Background: an optimization exercise with open tools, aiming at small area. Do not read the settings as production practice. In this exercise RTL edits were held to simulation tests only and were not proved equivalent to the original. Power figures rest on the tool's default switching activity, not on a simulated workload.

Setup of alpha:
==> flow/design.v (excerpt) <==
module pipe_core (
    input  wire        clk,
    input  wire        rst,
    output wire [31:0] imem_addr,
    input  wire [31:0] imem_rdata,
    output wire [4:0]  rf_raddr1,
    output wire [4:0]  rf_raddr2,
    input  wire [31:0] rf_rdata1,
    input  wire [31:0] rf_rdata2,
    output wire        rf_we,
    output wire [4:0]  rf_waddr,
    output wire [31:0] rf_wdata,
    output wire [31:0] dmem_addr,
    output wire        dmem_re,
    output wire        dmem_we,
    output wire [31:0] dmem_wdata,
    input  wire [31:0] dmem_rdata,
    output wire [31:0] pc,
    output wire [31:0] ifid_instr,
    output wire [31:0] idex_instr,
    output wire [31:0] exmem_instr,
    output wire [31:0] memwb_instr
);
Size in the first run: roughly 1,700 cells after synthesis, roughly 320 flip-flops.
==> flow/config.mk <==
export PLATFORM = sky130hd
export DESIGN_NAME = pipe_core
export DESIGN_NICKNAME = pipe_core
export VERILOG_FILES = /design/flow/design.v
export SDC_FILE = /design/flow/constraint.sdc
export NUM_CORES = 4
export LEC_CHECK = 0
export CAP_MARGIN = 20
export CORE_MARGIN = 2
export CORE_UTILIZATION = 60
export SLEW_MARGIN = 20
==> flow/constraint.sdc <==
create_clock -name core_clock -period 5.5 [get_ports {clk}]
set_input_delay 1.1000 -clock core_clock [delete_from_list [all_inputs] [get_ports {clk}]]
set_output_delay 1.1000 -clock core_clock [all_outputs]
set_load 0.01 [all_outputs]
standard.sh (not shown) runs the stock make flow with config.mk's settings and CLKGATE_MAP_FILE= SYNTH_SCRIPT=/design/flow/synth_recipe.tcl, a recipe that flattens the netlist after the stock synthesis.
==> flow/flow/run.sh <==
#!/bin/bash
set -euo pipefail
bash standard.sh \
  "BUFFER_PORTS_ARGS=-buffer_cell sky130_fd_sc_hd__buf_1" \
  "CTS_ARGS=-sink_clustering_enable -repair_clock_nets -buf_list sky130_fd_sc_hd__clkbuf_16 -sink_clustering_size 32 -sink_clustering_max_diameter 90 -dont_use_dummy_load" \
  finish > standard.log 2>&1
Per the final summary, alpha finished and its layout is clean on timing, DRC and antenna.
Inputs modified between alpha and beta:
==> flow/flow/run.sh <==
#!/bin/bash
set -euo pipefail
bash standard.sh \
  "BUFFER_PORTS_ARGS=-buffer_cell sky130_fd_sc_hd__buf_1" \
  "CTS_ARGS=-sink_clustering_enable -repair_clock_nets -buf_list sky130_fd_sc_hd__clkbuf_8 -sink_clustering_size 20 -sink_clustering_max_diameter 60 -dont_use_dummy_load" \
  finish > standard.log 2>&1
==> comparison <==
- Of beta and alpha, the run reporting the higher required arrival time at the worst endpoint was beta.
- Between beta and alpha, the difference in routed length per instance is negligible.
- Summary of beta over alpha: sequential share of layout area held, worst setup slack went down 71 ps, maximum frequency went down 1.4%, standby leakage power held, proportion of total power due to net switching went up 0.79 points.
- The flow did not stop early for beta: all stages ran, and the layout cleared the timing, DRC and antenna checks.
- Compared beta vs alpha, and per-cell via count in the routed design is down in beta.
> inputs changed (beta -> gamma)
==> flow/flow/run.sh <==
#!/bin/bash
set -euo pipefail
bash standard.sh \
  "BUFFER_PORTS_ARGS=-buffer_cell sky130_fd_sc_hd__buf_1" \
  "CTS_ARGS=-sink_clustering_enable -repair_clock_nets -buf_list sky130_fd_sc_hd__clkbuf_8 -sink_clustering_size 16 -sink_clustering_max_diameter 70 -dont_use_dummy_load" \
  "RECOVER_POWER=100" \
  finish > standard.log 2>&1
Per the comparison of gamma with beta, utilization fell 0.30 points; storage element area was more or less identical; sequential share of layout area went up by 0.15 points.
Going from beta to gamma, flip-flop and latch count held steady, proportion of cell area occupied by multi-input gates now sits higher, worst path setup slack after routing went up.
gamma ends up with a cell leakage power that is 0.76% lower than in beta.
beta and gamma ended up with roughly the same post-route non-filler standard cell count.
Re final instance area: beta and gamma aren't equal, and the lower value belongs to gamma.
Between beta and gamma, the difference in sum of routed wire length over all layers is negligible.
Fmax up about 1.8% in gamma wrt beta
The flow for gamma finished, though final verification flagged capacitance limit, slew limit.
Relative to gamma, the following input files were edited for delta:
Settings: a change of CORE_UTILIZATION from 60 to 70.
==> flow/flow/run.sh <==
#!/bin/bash
set -euo pipefail
bash standard.sh \
  "BUFFER_PORTS_ARGS=-buffer_cell sky130_fd_sc_hd__buf_1" \
  "CTS_ARGS=-sink_clustering_enable -repair_clock_nets -buf_list sky130_fd_sc_hd__clkbuf_8 -sink_clustering_size 12 -sink_clustering_max_diameter 60 -dont_use_dummy_load" \
  finish > standard.log 2>&1
Findings:
Re mean cell area of the mapped netlist: no difference whatsoever between delta and gamma.
When delta is measured against gamma, its met1 capacity usage during global routing turns out 4.8 points higher.
Wire: delta routes more than gamma
Status gamma: flow complete, layout not clean - capacitance limit, slew limit
delta | stages: all done | timing, DRC, antenna: all pass
Re depth of the CTS H-tree: delta is 1 up on gamma.

## amber
Starting RTL as in the previous note.
==> flow/config.mk <==
export PLATFORM = sky130hd
export DESIGN_NAME = pipe_core
export DESIGN_NICKNAME = pipe_core
export VERILOG_FILES = /design/flow/design.v
export SDC_FILE = /design/flow/constraint.sdc
export NUM_CORES = 4
export LEC_CHECK = 0
export CAP_MARGIN = 20
export CORE_MARGIN = 2
export CORE_UTILIZATION = 60
export SLEW_MARGIN = 20
==> flow/constraint.sdc <==
create_clock -name core_clock -period 5.5 [get_ports {clk}]
set_input_delay 1.1000 -clock core_clock [delete_from_list [all_inputs] [get_ports {clk}]]
set_output_delay 1.1000 -clock core_clock [all_outputs]
set_load 0.01 [all_outputs]
==> flow/flow/run.sh <==
#!/bin/bash
set -euo pipefail
bash standard.sh \
  "BUFFER_PORTS_ARGS=-buffer_cell sky130_fd_sc_hd__buf_1" \
  "CTS_ARGS=-sink_clustering_enable -repair_clock_nets -buf_list sky130_fd_sc_hd__clkbuf_4 -sink_clustering_size 8 -sink_clustering_max_diameter 40 -dont_use_dummy_load" \
  finish > standard.log 2>&1
In summary, amber completed successfully, with a layout that passed the timing, DRC and antenna checks.
## Diff of input files: cedar against amber
==> flow/flow/run.sh <==
#!/bin/bash
set -euo pipefail
bash standard.sh \
  "BUFFER_PORTS_ARGS=-buffer_cell sky130_fd_sc_hd__buf_1" \
  "CTS_ARGS=-sink_clustering_enable -repair_clock_nets -buf_list sky130_fd_sc_hd__clkbuf_8 -sink_clustering_size 16 -sink_clustering_max_diameter 70 -dont_use_dummy_load" \
  finish > standard.log 2>&1
## What came out
I/O pin total came out exactly the same in cedar and amber. Global-route usage down 0.38 points in cedar wrt amber. cedar -> amber: part of the Yosys area used for sequential elements delta 0, exact match.
Input changes introduced in quartz (baseline for comparison: cedar):
--- a/flow/config.mk
+++ b/flow/config.mk
@@ -10 +10 @@
-export CORE_UTILIZATION = 60
+export CORE_UTILIZATION = 75
==> comparison <==
Via count: quartz vs cedar up 9.2%. Lower switching share of power among quartz and cedar: cedar. quartz — count of plain and timing-repair buffers 1.3% lower, cedar as reference. Power share of the sequential group (quartz over cedar): decrease, 0.4 points. Placement-stage cell area of quartz falls short of that of cedar slightly. Total power (quartz vs. cedar) increases slightly. Per the comparison of quartz with cedar, average vias per placed instance shows an increase of 12%; final period utilization rose by 2.4 points. In the reports for quartz and cedar, the larger setup slack belongs to cedar. quartz has fill cell total of the finished layout below what cedar had. Between quartz and cedar, worst hold slack is lower for cedar, quartz comes in above that.

==> re-timing with driven ports <==
How much do the figures lean on ideal ports? The routed layouts below were timed once more, with nothing changed but the port constraints. Step 1: set_driving_cell puts a clkbuf_16 on clk and a buf_2 on each other input, an assumption about the parent block. Step 2 also shifts input and output timing later by t, the mid clock arrival at the registers, as if the neighbouring blocks saw the same clock. Slacks: ideal ports / drivers / drivers and shift; pairs: ideal ports / drivers.
run	t (ns)	slack for setup (ns)	hold slack, ns	worst setup path after step 2	cell pins on the clock port's net
alpha	0.537	0.533 / 0.533 / 0.533	0.345 / 0.345 / 0.345	register to register	1
beta	0.621	0.463 / 0.463 / 0.463	0.337 / 0.337 / 0.337	register to register	1
gamma	0.602	0.552 / 0.552 / 0.060	0.384 / 0.384 / 0.384	input to register	1
delta	0.567	0.424 / 0.424 / 0.424	0.369 / 0.369 / 0.369	register to register	1
amber	0.717	0.565 / 0.565 / 0.565	0.394 / 0.394 / 0.394	register to register	1
cedar	0.602	0.540 / 0.540 / 0.540	0.383 / 0.383 / 0.383	register to register	1
quartz	0.595	0.410 / 0.410 / 0.410	0.393 / 0.393 / 0.393	register to register	1
For gamma, which loses most, drivers alone change the setup slack by 0.000 ns; drivers and shift together by -0.492 ns.
